Source: an optimization exercise on an open RTL-to-GDS flow (aim: small area). Production flows keep margins and buffers that such runs may drop.
For this run, only the layout was checked, not whether the RTL still works.
Power and IR drop assume default switching activity.

==> flow/design.v <==
module ssd1675a_cfg_rom (
    input  wire [3:0] row,
    input  wire [6:0] addr,
    output reg  [7:0] row_code,
    output reg  [6:0] row_len,
    output reg  [6:0] row_off,
    output reg  [7:0] rom_byte
);
    always @* begin
        case (row)
            4'd0:    begin row_code = 8'h74; row_len = 7'd1;  row_off = 7'd0;  end
            4'd1:    begin row_code = 8'h7E; row_len = 7'd1;  row_off = 7'd1;  end
            4'd2:    begin row_code = 8'h01; row_len = 7'd3;  row_off = 7'd2;  end
            4'd3:    begin row_code = 8'h3A; row_len = 7'd1;  row_off = 7'd5;  end
            4'd4:    begin row_code = 8'h3B; row_len = 7'd1;  row_off = 7'd6;  end
            4'd5:    begin row_code = 8'h3C; row_len = 7'd1;  row_off = 7'd7;  end
            4'd6:    begin row_code = 8'h11; row_len = 7'd1;  row_off = 7'd8;  end
            4'd7:    begin row_code = 8'h44; row_len = 7'd2;  row_off = 7'd9;  end
            4'd8:    begin row_code = 8'h45; row_len = 7'd4;  row_off = 7'd11; end
            4'd9:    begin row_code = 8'h04; row_len = 7'd3;  row_off = 7'd15; end
            4'd10:   begin row_code = 8'h2C; row_len = 7'd1;  row_off = 7'd18; end
            4'd11:   begin row_code = 8'h32; row_len = 7'd60; row_off = 7'd19; end
            default: begin row_code = 8'h00; row_len = 7'd0;  row_off = 7'd0;  end
        endcase
    end
    always @* begin
        case (addr)
            7'd0: rom_byte = 8'h54;
            7'd1: rom_byte = 8'h3B;
            7'd2: rom_byte = 8'h27;
            7'd3: rom_byte = 8'h01;
            7'd4: rom_byte = 8'h00;
            7'd5: rom_byte = 8'h35;
            7'd6: rom_byte = 8'h04;
            7'd7: rom_byte = 8'h03;
            7'd8: rom_byte = 8'h03;
            7'd9: rom_byte = 8'h00;
            7'd10: rom_byte = 8'h0F;
            7'd11: rom_byte = 8'h00;
            7'd12: rom_byte = 8'h00;
            7'd13: rom_byte = 8'h27;
            7'd14: rom_byte = 8'h01;
            7'd15: rom_byte = 8'h41;
            7'd16: rom_byte = 8'hA8;
            7'd17: rom_byte = 8'h32;
            7'd18: rom_byte = 8'h68;
            7'd19: rom_byte = 8'h80;
            7'd20: rom_byte = 8'h60;
            7'd21: rom_byte = 8'h40;
            7'd22: rom_byte = 8'h00;
            7'd23: rom_byte = 8'h00;
            7'd24: rom_byte = 8'h00;
            7'd25: rom_byte = 8'h00;
            7'd26: rom_byte = 8'h10;
            7'd27: rom_byte = 8'h60;
            7'd28: rom_byte = 8'h20;
            7'd29: rom_byte = 8'h00;
            7'd30: rom_byte = 8'h00;
            7'd31: rom_byte = 8'h00;
            7'd32: rom_byte = 8'h00;
            7'd33: rom_byte = 8'h80;
            7'd34: rom_byte = 8'h60;
            7'd35: rom_byte = 8'h40;
            7'd36: rom_byte = 8'h00;
            7'd37: rom_byte = 8'h00;
            7'd38: rom_byte = 8'h00;
            7'd39: rom_byte = 8'h00;
            7'd40: rom_byte = 8'h10;
            7'd41: rom_byte = 8'h60;
            7'd42: rom_byte = 8'h20;
            7'd43: rom_byte = 8'h00;
            7'd44: rom_byte = 8'h00;
            7'd45: rom_byte = 8'h00;
            7'd46: rom_byte = 8'h00;
            7'd47: rom_byte = 8'h00;
            7'd48: rom_byte = 8'h00;
            7'd49: rom_byte = 8'h00;
            7'd50: rom_byte = 8'h00;
            7'd51: rom_byte = 8'h00;
            7'd52: rom_byte = 8'h00;
            7'd53: rom_byte = 8'h00;
            7'd54: rom_byte = 8'h03;
            7'd55: rom_byte = 8'h03;
            7'd56: rom_byte = 8'h00;
            7'd57: rom_byte = 8'h00;
            7'd58: rom_byte = 8'h02;
            7'd59: rom_byte = 8'h09;
            7'd60: rom_byte = 8'h09;
            7'd61: rom_byte = 8'h00;
            7'd62: rom_byte = 8'h00;
            7'd63: rom_byte = 8'h02;
            7'd64: rom_byte = 8'h03;
            7'd65: rom_byte = 8'h03;
            7'd66: rom_byte = 8'h00;
            7'd67: rom_byte = 8'h00;
            7'd68: rom_byte = 8'h02;
            7'd69: rom_byte = 8'h00;
            7'd70: rom_byte = 8'h00;
            7'd71: rom_byte = 8'h00;
            7'd72: rom_byte = 8'h00;
            7'd73: rom_byte = 8'h00;
            7'd74: rom_byte = 8'h00;
            7'd75: rom_byte = 8'h00;
            7'd76: rom_byte = 8'h00;
            7'd77: rom_byte = 8'h00;
            7'd78: rom_byte = 8'h00;
            default: rom_byte = 8'h00;
        endcase
    end
endmodule
module ssd1675a_framer (
    input  wire        clk,
    input  wire        rst,
    input  wire        start,       
    input  wire        start_dc,    
    input  wire [15:0] start_len,   
    output wire        byte_req,    
    output reg  [15:0] byte_idx,
    input  wire        byte_valid,
    input  wire [7:0]  byte_in,
    output reg         frame_done,  
    output reg         sclk,
    output reg         mosi,
    output reg         cs_n,
    output reg         dc
);
    localparam F_IDLE  = 3'd0;
    localparam F_SEL   = 3'd1;
    localparam F_LOAD  = 3'd2;
    localparam F_SHIFT = 3'd3;
    localparam F_TAIL  = 3'd4;
    localparam F_CLOSE = 3'd5;
    reg [2:0]  state;
    reg [15:0] len;
    reg [7:0]  shreg;
    reg [2:0]  bitcnt;
    reg        phase;
    assign byte_req = (state == F_LOAD);
    always @(posedge clk) begin
        if (rst) begin
            state      <= F_IDLE;
            len        <= 16'd0;
            byte_idx   <= 16'd0;
            shreg      <= 8'd0;
            bitcnt     <= 3'd0;
            phase      <= 1'b0;
            frame_done <= 1'b0;
            sclk       <= 1'b0;
            mosi       <= 1'b0;
            cs_n       <= 1'b1;
            dc         <= 1'b0;
        end else begin
            frame_done <= 1'b0;
            case (state)
                F_IDLE: begin
                    if (start) begin
                        cs_n     <= 1'b1;       
                        dc       <= start_dc;   
                        len      <= start_len;
                        byte_idx <= 16'd0;
                        state    <= F_SEL;
                    end
                end
                F_SEL: begin
                    cs_n <= 1'b0;               
                    if (len == 16'd0)
                        state <= F_CLOSE;
                    else
                        state <= F_LOAD;
                end
                F_LOAD: begin
                    sclk <= 1'b0;
                    if (byte_valid) begin
                        shreg  <= byte_in;
                        bitcnt <= 3'd0;
                        phase  <= 1'b0;
                        state  <= F_SHIFT;
                    end
                end
                F_SHIFT: begin
                    if (!phase) begin
                        sclk  <= 1'b0;
                        mosi  <= shreg[7];
                        phase <= 1'b1;
                    end else begin
                        sclk   <= 1'b1;
                        shreg  <= {shreg[6:0], 1'b0};
                        phase  <= 1'b0;
                        bitcnt <= bitcnt + 3'd1;
                        if (bitcnt == 3'd7) begin
                            byte_idx <= byte_idx + 16'd1;
                            if (byte_idx + 16'd1 == len)
                                state <= F_TAIL;
                            else
                                state <= F_LOAD;
                        end
                    end
                end
                F_TAIL: begin
                    sclk  <= 1'b0;
                    state <= F_CLOSE;
                end
                F_CLOSE: begin
                    cs_n       <= 1'b1;         
                    frame_done <= 1'b1;
                    state      <= F_IDLE;
                end
                default: state <= F_IDLE;
            endcase
        end
    end
endmodule
module ssd1675a_ctrl (
    input  wire        clk,
    input  wire        rst,
    input  wire        cmd_valid,
    output wire        cmd_ready,
    input  wire [3:0]  cmd_opc,
    input  wire [7:0]  cmd_code,
    input  wire        cmd_has_payload,
    input  wire [15:0] cmd_len,
    input  wire [7:0]  cmd_x0,
    input  wire [7:0]  cmd_x1,
    input  wire [15:0] cmd_y0,
    input  wire [15:0] cmd_y1,
    input  wire        dat_valid,
    output wire        dat_ready,
    input  wire [7:0]  dat_byte,
    output reg         done,
    output reg  [2:0]  status,
    output reg         seq_ready,
    output wire        spi_sclk,
    output wire        spi_mosi,
    output wire        spi_cs_n,
    output wire        spi_dc,
    output reg         panel_rst_n,
    input  wire        panel_busy
);
    localparam integer W           = 296;
    localparam integer H           = 128;
    localparam integer PAGES       = H / 8;
    localparam integer BUFLEN      = PAGES * W;
    localparam integer CLKS_PER_MS = 50;
    localparam integer T_RST_MS    = 200;
    localparam integer T_POLL_MS   = 10;
    localparam integer MAX_WAIT_MS = 500;
    localparam [3:0] OP_SEND_CMD    = 4'd0;
    localparam [3:0] OP_SEND_DATA   = 4'd1;
    localparam [3:0] OP_SEND        = 4'd2;
    localparam [3:0] OP_WAIT_IDLE   = 4'd3;
    localparam [3:0] OP_SET_WINDOW  = 4'd4;
    localparam [3:0] OP_SET_COUNTER = 4'd5;
    localparam [3:0] OP_INIT        = 4'd6;
    localparam [3:0] OP_CLEAR       = 4'd7;
    localparam [3:0] OP_SHOW        = 4'd8;
    localparam [2:0] ST_DONE     = 3'd0;
    localparam [2:0] ST_TIMEOUT  = 3'd2;
    localparam [2:0] ST_BUFSIZE  = 3'd3;
    localparam [2:0] ST_WINDOW   = 3'd4;
    localparam [2:0] ST_REFUSED  = 3'd7;
    localparam [2:0] K_END   = 3'd0;
    localparam [2:0] K_CMD   = 3'd1;
    localparam [2:0] K_DATA  = 3'd2;
    localparam [2:0] K_RSTLO = 3'd3;
    localparam [2:0] K_RSTHI = 3'd4;
    localparam [2:0] K_DELAY = 3'd5;
    localparam [2:0] K_WAIT  = 3'd6;
    localparam [3:0] SRC_STREAM = 4'd0;
    localparam [3:0] SRC_FILL   = 4'd1;
    localparam [3:0] SRC_ROM    = 4'd2;
    localparam [3:0] SRC_WINX   = 4'd3;
    localparam [3:0] SRC_WINY   = 4'd4;
    localparam [3:0] SRC_CNTX   = 4'd5;
    localparam [3:0] SRC_CNTY   = 4'd6;
    localparam [3:0] SRC_UPD    = 4'd7;
    localparam [3:0] SRC_CODE   = 4'd8;
    localparam [2:0] S_IDLE    = 3'd0;
    localparam [2:0] S_DECODE  = 3'd1;
    localparam [2:0] S_FRAME   = 3'd2;
    localparam [2:0] S_DELAY   = 3'd3;
    localparam [2:0] S_WSAMPLE = 3'd4;
    localparam [2:0] S_WDELAY  = 3'd5;
    reg [2:0]  state;
    reg [3:0]  op;
    reg [7:0]  code;
    reg        has_payload;
    reg [15:0] len;
    reg [7:0]  x0, x1;
    reg [15:0] y0, y1;
    reg [3:0]  pc;
    reg [3:0]  row;
    reg [3:0]  src;
    reg [6:0]  rom_base;
    reg [9:0]  elapsed;
    reg        busy_q;
    reg        tmr_run;
    reg [7:0]  tmr_ms;
    reg [5:0]  tmr_pre;
    reg        tmr_load;
    reg [7:0]  tmr_load_ms;
    reg         fr_start;
    reg         fr_dc;
    reg  [15:0] fr_len;
    wire        fr_byte_req;
    wire [15:0] fr_byte_idx;
    reg         fr_byte_valid;
    reg  [7:0]  fr_byte;
    wire        fr_done;
    wire [7:0] row_code;
    wire [6:0] row_len;
    wire [6:0] row_off;
    wire [7:0] rom_byte;
    ssd1675a_cfg_rom u_rom (
        .row      (row),
        .addr     (rom_base + fr_byte_idx[6:0]),
        .row_code (row_code),
        .row_len  (row_len),
        .row_off  (row_off),
        .rom_byte (rom_byte)
    );
    ssd1675a_framer u_framer (
        .clk        (clk),
        .rst        (rst),
        .start      (fr_start),
        .start_dc   (fr_dc),
        .start_len  (fr_len),
        .byte_req   (fr_byte_req),
        .byte_idx   (fr_byte_idx),
        .byte_valid (fr_byte_valid),
        .byte_in    (fr_byte),
        .frame_done (fr_done),
        .sclk       (spi_sclk),
        .mosi       (spi_mosi),
        .cs_n       (spi_cs_n),
        .dc         (spi_dc)
    );
    assign cmd_ready = (state == S_IDLE);
    assign dat_ready = fr_byte_req && (src == SRC_STREAM);
    always @* begin
        fr_byte_valid = 1'b1;
        case (src)
            SRC_STREAM: begin fr_byte = dat_byte; fr_byte_valid = dat_valid; end
            SRC_FILL:   fr_byte = 8'hFF;
            SRC_ROM:    fr_byte = rom_byte;
            SRC_WINX:   fr_byte = (fr_byte_idx[0] == 1'b0) ? x0 : x1;
            SRC_WINY: begin
                case (fr_byte_idx[1:0])
                    2'd0:    fr_byte = y0[7:0];
                    2'd1:    fr_byte = y0[15:8];
                    2'd2:    fr_byte = y1[7:0];
                    default: fr_byte = y1[15:8];
                endcase
            end
            SRC_CNTX:   fr_byte = x0;
            SRC_CNTY:   fr_byte = (fr_byte_idx[0] == 1'b0) ? y0[7:0] : y0[15:8];
            SRC_UPD:    fr_byte = 8'hC7;
            default:    fr_byte = code;
        endcase
    end
    reg [2:0]  step_kind;
    reg [7:0]  step_code;
    reg [3:0]  step_src;
    reg [15:0] step_len;
    always @* begin
        step_kind = K_END;
        step_code = 8'h00;
        step_src  = SRC_STREAM;
        step_len  = 16'd0;
        case (op)
            OP_SEND_CMD: begin
                if (pc == 4'd0) begin step_kind = K_CMD; step_code = code; end
            end
            OP_SEND_DATA: begin
                if (pc == 4'd0) begin step_kind = K_DATA; step_src = SRC_STREAM; step_len = len; end
            end
            OP_SEND: begin
                if (pc == 4'd0) begin
                    step_kind = K_CMD; step_code = code;
                end else if (pc == 4'd1 && has_payload) begin
                    step_kind = K_DATA; step_src = SRC_STREAM; step_len = len;
                end
            end
            OP_WAIT_IDLE: begin
                if (pc == 4'd0) step_kind = K_WAIT;
            end
            OP_SET_WINDOW, OP_SET_COUNTER, OP_CLEAR, OP_SHOW: begin
                case (pc + ((op == OP_SET_COUNTER) ? 4'd4 : 4'd0))
                    4'd0:  begin step_kind = K_CMD;  step_code = 8'h44; end
                    4'd1:  begin step_kind = K_DATA; step_src = SRC_WINX; step_len = 16'd2; end
                    4'd2:  begin step_kind = K_CMD;  step_code = 8'h45; end
                    4'd3:  begin step_kind = K_DATA; step_src = SRC_WINY; step_len = 16'd4; end
                    4'd4:  if (op != OP_SET_WINDOW) begin step_kind = K_CMD;  step_code = 8'h4E; end
                    4'd5:  begin step_kind = K_DATA; step_src = SRC_CNTX; step_len = 16'd1; end
                    4'd6:  begin step_kind = K_CMD;  step_code = 8'h4F; end
                    4'd7:  begin step_kind = K_DATA; step_src = SRC_CNTY; step_len = 16'd2; end
                    4'd8:  if (op != OP_SET_COUNTER) begin step_kind = K_CMD;  step_code = 8'h24; end
                    4'd9:  begin
                        step_kind = K_DATA;
                        step_src  = (op == OP_SHOW) ? SRC_STREAM : SRC_FILL;
                        step_len  = BUFLEN[15:0];
                    end
                    4'd10: begin step_kind = K_CMD;  step_code = 8'h22; end
                    4'd11: begin step_kind = K_DATA; step_src = SRC_UPD; step_len = 16'd1; end
                    4'd12: begin step_kind = K_CMD;  step_code = 8'h20; end
                    4'd13: step_kind = K_WAIT;
                    default: step_kind = K_END;
                endcase
            end
            OP_INIT: begin
                case (pc)
                    4'd0: step_kind = K_RSTLO;
                    4'd1: step_kind = K_DELAY;
                    4'd2: step_kind = K_RSTHI;
                    4'd3: step_kind = K_DELAY;
                    4'd4: begin step_kind = K_CMD; step_code = 8'h12; end
                    4'd5: step_kind = K_WAIT;
                    4'd6: begin step_kind = K_CMD; step_code = row_code; end
                    4'd7: begin step_kind = K_DATA; step_src = SRC_ROM; step_len = {9'd0, row_len}; end
                    default: step_kind = K_END;
                endcase
            end
            default: step_kind = K_END;
        endcase
    end
    always @(posedge clk) begin
        if (rst) busy_q <= 1'b0;
        else     busy_q <= panel_busy;
    end
    always @(posedge clk) begin
        if (rst) begin
            tmr_run <= 1'b0;
            tmr_ms  <= 8'd0;
            tmr_pre <= 6'd0;
        end else if (tmr_load) begin
            tmr_run <= 1'b1;
            tmr_ms  <= tmr_load_ms;
            tmr_pre <= 6'd0;
        end else if (tmr_run) begin
            if (tmr_pre == CLKS_PER_MS[5:0] - 6'd1) begin
                tmr_pre <= 6'd0;
                tmr_ms  <= tmr_ms - 8'd1;
                if (tmr_ms == 8'd1)
                    tmr_run <= 1'b0;
            end else begin
                tmr_pre <= tmr_pre + 6'd1;
            end
        end
    end
    wire needs_ready = (cmd_opc == OP_SET_WINDOW) || (cmd_opc == OP_SET_COUNTER) ||
                       (cmd_opc == OP_CLEAR) || (cmd_opc == OP_SHOW);
    wire refused     = (cmd_opc > OP_SHOW) || (needs_ready && !seq_ready);
    wire bad_window  = (cmd_x0 > cmd_x1) || (cmd_y0 > cmd_y1) ||
                       (cmd_x1 > PAGES[7:0] - 8'd1) || (cmd_y1 > W[15:0] - 16'd1);
    wire bad_size    = (cmd_len != BUFLEN[15:0]);
    always @(posedge clk) begin
        if (rst) begin
            state       <= S_IDLE;
            op          <= 4'd0;
            code        <= 8'd0;
            has_payload <= 1'b0;
            len         <= 16'd0;
            x0          <= 8'd0;
            x1          <= 8'd0;
            y0          <= 16'd0;
            y1          <= 16'd0;
            pc          <= 4'd0;
            row         <= 4'd0;
            src         <= SRC_STREAM;
            rom_base    <= 7'd0;
            elapsed     <= 10'd0;
            done        <= 1'b0;
            status      <= ST_DONE;
            seq_ready   <= 1'b0;
            panel_rst_n <= 1'b1;
            fr_start    <= 1'b0;
            fr_dc       <= 1'b0;
            fr_len      <= 16'd0;
            tmr_load    <= 1'b0;
            tmr_load_ms <= 8'd0;
        end else begin
            done     <= 1'b0;
            fr_start <= 1'b0;
            tmr_load <= 1'b0;
            case (state)
                S_IDLE: begin
                    if (cmd_valid) begin
                        op          <= cmd_opc;
                        code        <= cmd_code;
                        has_payload <= cmd_has_payload;
                        len         <= cmd_len;
                        x0          <= cmd_x0;
                        x1          <= cmd_x1;
                        y0          <= cmd_y0;
                        y1          <= cmd_y1;
                        pc          <= 4'd0;
                        row         <= 4'd0;
                        if (refused) begin
                            done   <= 1'b1;
                            status <= ST_REFUSED;
                        end else if (cmd_opc == OP_SET_WINDOW && bad_window) begin
                            done   <= 1'b1;
                            status <= ST_WINDOW;
                        end else if (cmd_opc == OP_SHOW && bad_size) begin
                            done   <= 1'b1;
                            status <= ST_BUFSIZE;
                        end else begin
                            if (cmd_opc == OP_CLEAR || cmd_opc == OP_SHOW) begin
                                x0 <= 8'd0;
                                x1 <= PAGES[7:0] - 8'd1;
                                y0 <= 16'd0;
                                y1 <= W[15:0] - 16'd1;
                            end
                            if (cmd_opc == OP_INIT)
                                seq_ready <= 1'b0;
                            state <= S_DECODE;
                        end
                    end
                end
                S_DECODE: begin
                    case (step_kind)
                        K_CMD: begin
                            fr_start <= 1'b1;
                            fr_dc    <= 1'b0;
                            fr_len   <= 16'd1;
                            src      <= SRC_CODE;
                            code     <= step_code;
                            state    <= S_FRAME;
                        end
                        K_DATA: begin
                            fr_start <= 1'b1;
                            fr_dc    <= 1'b1;
                            fr_len   <= step_len;
                            src      <= step_src;
                            rom_base <= row_off;
                            state    <= S_FRAME;
                        end
                        K_RSTLO: begin
                            panel_rst_n <= 1'b0;
                            pc          <= pc + 4'd1;
                        end
                        K_RSTHI: begin
                            panel_rst_n <= 1'b1;
                            pc          <= pc + 4'd1;
                        end
                        K_DELAY: begin
                            tmr_load    <= 1'b1;
                            tmr_load_ms <= T_RST_MS[7:0];
                            state       <= S_DELAY;
                        end
                        K_WAIT: begin
                            elapsed <= 10'd0;
                            state   <= S_WSAMPLE;
                        end
                        default: begin
                            done   <= 1'b1;
                            status <= ST_DONE;
                            if (op == OP_INIT)
                                seq_ready <= 1'b1;
                            state  <= S_IDLE;
                        end
                    endcase
                end
                S_FRAME: begin
                    if (fr_done) begin
                        if (op == OP_INIT && pc == 4'd7 && row != 4'd11) begin
                            row <= row + 4'd1;
                            pc  <= 4'd6;
                        end else begin
                            pc  <= pc + 4'd1;
                        end
                        state <= S_DECODE;
                    end
                end
                S_DELAY: begin
                    if (!tmr_load && !tmr_run) begin
                        pc    <= pc + 4'd1;
                        state <= S_DECODE;
                    end
                end
                S_WSAMPLE: begin
                    if (!busy_q) begin
                        pc    <= pc + 4'd1;
                        state <= S_DECODE;
                    end else if (elapsed >= MAX_WAIT_MS[9:0]) begin
                        done      <= 1'b1;
                        status    <= ST_TIMEOUT;
                        seq_ready <= 1'b0;
                        state     <= S_IDLE;
                    end else begin
                        tmr_load    <= 1'b1;
                        tmr_load_ms <= T_POLL_MS[7:0];
                        elapsed     <= elapsed + T_POLL_MS[9:0];
                        state       <= S_WDELAY;
                    end
                end
                S_WDELAY: begin
                    if (!tmr_load && !tmr_run)
                        state <= S_WSAMPLE;
                end
                default: state <= S_IDLE;
            endcase
        end
    end
endmodule
==> flow/run.sh <==
#!/bin/bash
# synth_recipe.tcl (not shown) runs the flow's synth.tcl, then flattens the netlist and writes it again
# the make line also repeats each setting of config.mk as NAME=value (left out here)
make -C /OpenROAD-flow-scripts/flow DESIGN_CONFIG=/design/flow/config.mk WORK_HOME=/design/flow/orfs CLKGATE_MAP_FILE= SYNTH_SCRIPT=/design/flow/synth_recipe.tcl finish
==> flow/config.mk <==
export PLATFORM = sky130hd
export DESIGN_NAME = ssd1675a_ctrl
export DESIGN_NICKNAME = ssd1675a_ctrl
export VERILOG_FILES = /design/flow/design.v
export SDC_FILE = /design/flow/constraint.sdc
export NUM_CORES = 4
export LEC_CHECK = 0
export CAP_MARGIN = 20
export CORE_MARGIN = 2
export CORE_UTILIZATION = 40
export PLACE_DENSITY = 0.6
export SLEW_MARGIN = 20
==> flow/constraint.sdc <==
create_clock -name core_clock -period 10.0 [get_ports {clk}]
set_input_delay 2.0000 -clock core_clock [delete_from_list [all_inputs] [get_ports {clk}]]
set_output_delay 2.0000 -clock core_clock [all_outputs]
set_load 0.01 [all_outputs]
==> run notes <==
## cell families after synthesis
kind of cell / share of synthesized area
simple gates: 0.2342
xor+xnor: 0.03810
buf+inv: 0.04773
compound gates: 0.2351
flops: 0.3611
mux: 0.01791
fa+ha+maj: 0.06585
## metal layers
layer | up-vias | global-route usage
met5 | - | 0
met4 | 0 | 0.04952
met3 | 53 | 0.03470
met2 | 345 | 0.3516
met1 | 5370 | 0.3127
li1 | 5616 | -
## cell usage after synthesis, types with 19 or more instances
master	instances
a21oi_1	149
a22o_1	43
nand2_1	203
and3_1	20
a22oi_1	20
xnor2_1	25
nand3_1	41
clkbuf_1	75
inv_1	54
ha_1	62
nand2b_1	19
o21ai_0	64
nor3_1	45
nor2_1	159
nand4_1	19
dfxtp_1	218
xor2_1	22
## worst max path at each step
stage / start / end / cells after the start
final: cmd_y1[15] / status[1]$_SDFFE_PP0P_ / 11
after global routing: op[1]$_SDFFE_PP0P_ / code[1]$_SDFFE_PP0P_ / 11
after CTS: cmd_y1[14] / status[1]$_SDFFE_PP0P_ / 11
after detailed placement: cmd_y1[14] / status[1]$_SDFFE_PP0P_ / 11
after global placement: cmd_y1[13] / status[1]$_SDFFE_PP0P_ / 11
after floorplan: cmd_y1[13] / status[1]$_SDFFE_PP0P_ / 10
## layout make-up
type                    instances  area [µm²]
clock buffers                  37       730.7
clock inverters                 7       67.56
fillers                      2888       15600
inverters                      56       211.5
multi-input cells            1163        7162
flip-flops and latches        218        4364
well taps                     390       488.0
repair buffers                113        1099
## flip-flops by register name, summed over array words and instances, names as in the netlist, 9 cells and up
register / cells
elapsed: 9
fr_len: 16
len: 16
u_framer.byte_idx: 16
u_framer.len: 16
y0: 16
y1: 16
## critical path, stage by stage
cell and delay [ps]:
clkdlybuf4s50_1 510, inv_1 60, ha_1 290, and4_1 210, and3_1 170, a221oi_1 280
nand3_1 110, a31oi_1 610, a41o_1 370, mux2i_1 200, a21oi_1 80
## where the power goes
| part | internal, W | switching, W | total, W |
|---|---|---|---|
| clock | 0.000528 | 0.000364 | 0.000893 |
| combinational | 0.000134 | 0.000181 | 0.000315 |
| sequential | 0.000912 | 0.0000414 | 0.000954 |
| total | 0.00157 | 0.000587 | 0.00216 |
## layout by cell type (no fill, tap or decap), types with 18 or more instances in the layout
| cell type | instances |
|---|---|
| a22o_1 | 43 |
| clkbuf_16 | 25 |
| mux2i_1 | 18 |
| xor2_1 | 21 |
| a21oi_1 | 149 |
| inv_1 | 54 |
| nor2_1 | 157 |
| a211oi_1 | 18 |
| nor3_1 | 44 |
| clkdlybuf4s50_1 | 100 |
| ha_1 | 62 |
| o21ai_0 | 64 |
| xnor2_1 | 25 |
| nand2_1 | 203 |
| nand4_1 | 19 |
| and3_1 | 20 |
| nand3_1 | 41 |
| a22oi_1 | 20 |
| nand2b_1 | 19 |
| dfxtp_1 | 218 |
## stage by stage
step           hold slack [ps]  worst slack (ps)  utilization  power [W]  instances
2_1_floorplan            417.4              6054            -   0.001155       1529
5_1_grt                  474.4              5235       0.4752   0.002254       1984
3_5_place_dp             450.9              4891       0.4480   0.001284       1940
4_1_cts                  460.6              5436       0.4749   0.002180       1984
6_report                 456.8              5459       0.4752   0.002161       1984
3_3_place_gp             445.0              4982       0.4480   0.001281       1940
==> impl_results.md <==
- Status: finished clean
- Horiz. Die Dim: 177.8 µm
- Peak VDD IR: 114.6 µV
- DR WL met2: 16070 µm
- TNS Setup: 0 ps
- CTS Buf Count: 25
- Yosys reg bits: 218
- First-pass GRT wire length: 56390 µm
- Hold buffers post-CTS: 0
- P per Cell Area: 153.0 nW/µm²
- Worst Setup End Kind: flip-flop
- Reg2Reg Setup Slack: 5660 ps
- Latest clock arrival within the worst-skew pair: 520 ps
- Fmax: 220.2 MHz
- Metal1 wirelength: 16750 µm
- Final Max Slew Viols: 0
- Post-layout min period: 4541 ps
- Core area: 29720 µm²
- Post-synth top area share: 0.3611
- WHS Path Cells: 2
- Root buffer cell: clkbuf_16
- CP Max Fanout: 4
- Routed vias/inst: 5.738
- Drt wl/cell: 17.96 µm
- Routed wl met3: 2163 µm
- Max clock buf depth: 3
- Die area: 31620 µm²
- Post-synth top area cell: dfxtp_1
- Ant diodes: 0
- DIE HEIGHT: 177.8 µm
- GRT Overall Usage: 0.2206
- Lkg Pwr: 5.267 nW
- Library cells used by synthesis: 90
- Mapped Nets: 1682
- Endpoints failing hold: 0
- RD Place Congestion: 0.9185
- Routed WL: 35630 µm
- Resized cells post-CTS: 0
- Sequential-to-total area share from yosys stat: 0.3611
- Nets: 1730
- Period utilisation layout: 0.4541
- Via count: 11380
- Starting Density: 0.4067
- DRC: 0
- Synth Cell Area: 12090 µm²
- Number of I/O port buffers: 101
- Antenna-violating nets left: 0
- Worst hold path endpoint: len[5]$_SDFFE_PP0P_
- DP HPWL: 26150 µm
- Register-to-Register Path Depth: 11
- Starting DRT DRC Count: 948
- Area grow syn2layout: 16.85%
- Worst setup SP type: input pin
- Hold crit path type: flip-flop to flip-flop
- Share of cells above drive strength 1: 0.05332
- Largest net degree at the start of global routing: 80
- Main flop type after synthesis: dfxtp_1
- Worst r2r dst: code[1]$_SDFFE_PP0P_
- Final setup viols: 0
- H-tree levels: 1
- Max Cap Viol: 0
- Drt first pass iters: 8
- Slew headroom: 0.3514
- Dominant cells by area after synthesis: dfxtp_1 (36%), ha_1 (6.4%), nand2_1 (6.3%), a21oi_1 (6.2%), nor2_1 (4.9%)
- Syn Area/Cell: 7.904 µm²
- DP Area: 13310 µm²
- CTS tree: yes
- Setup bufs post-CTS: 0
- Synth warn: 3
- Unrepaired setup endpoints after global routing: false
- Design Area, Final: 14120 µm²
- Worst Path Required: 10370 ps
- Post-synth EDFFs: 0
- Clock transition at the registers of the reported paths: 60 ps
- Max Used Layer: met4
- Sink Count: 218
- Initial antenna violation count: 0
- Clock skew: 11.81 ps
- Synth async-reset ratio: 0
- Worst reg2reg path startpoint: op[0]$_SDFFE_PP0P_
- Pin slew with the least headroom to its limit: 972.9 ps
- Synth Instances: 1529
- Io pins: 102
- Crit Path Category: input pin to flip-flop
- Number of global-route vias before repair: 10540
- Total gr overflow: 0
- Min-delay src: len[5]$_SDFFE_PP0P_
- Rows: 63
- Crit path arrival time: 4910 ps

## separate check: timing with driven ports
The results above use ideal ports. As a check the final layout listed here was re-extracted and re-timed, cells and wires unchanged. Step 1, drivers: a clkbuf_16 drives clk and a buf_2 each remaining input, both assumed. Step 2 moves the port delays by t, midway between the first and last clock arrival at a register: inputs arrive t later, outputs are due t later. That takes back most of the time a late clock gives input paths. Three values: no drivers, after step 1, after step 2; two values: the first two.
t, ns: 0.569
setup WS [ns]: 5.459 / 5.480 / 4.912
worst setup path after step 2: input to register
clock arrival spread, ns: 0.015 / 0.015
cell pins on the clock port's net: 1
After both steps setup and hold are still met in this run. For this run, drivers alone change the setup slack by +0.021 ns; drivers and shift together by -0.547 ns.
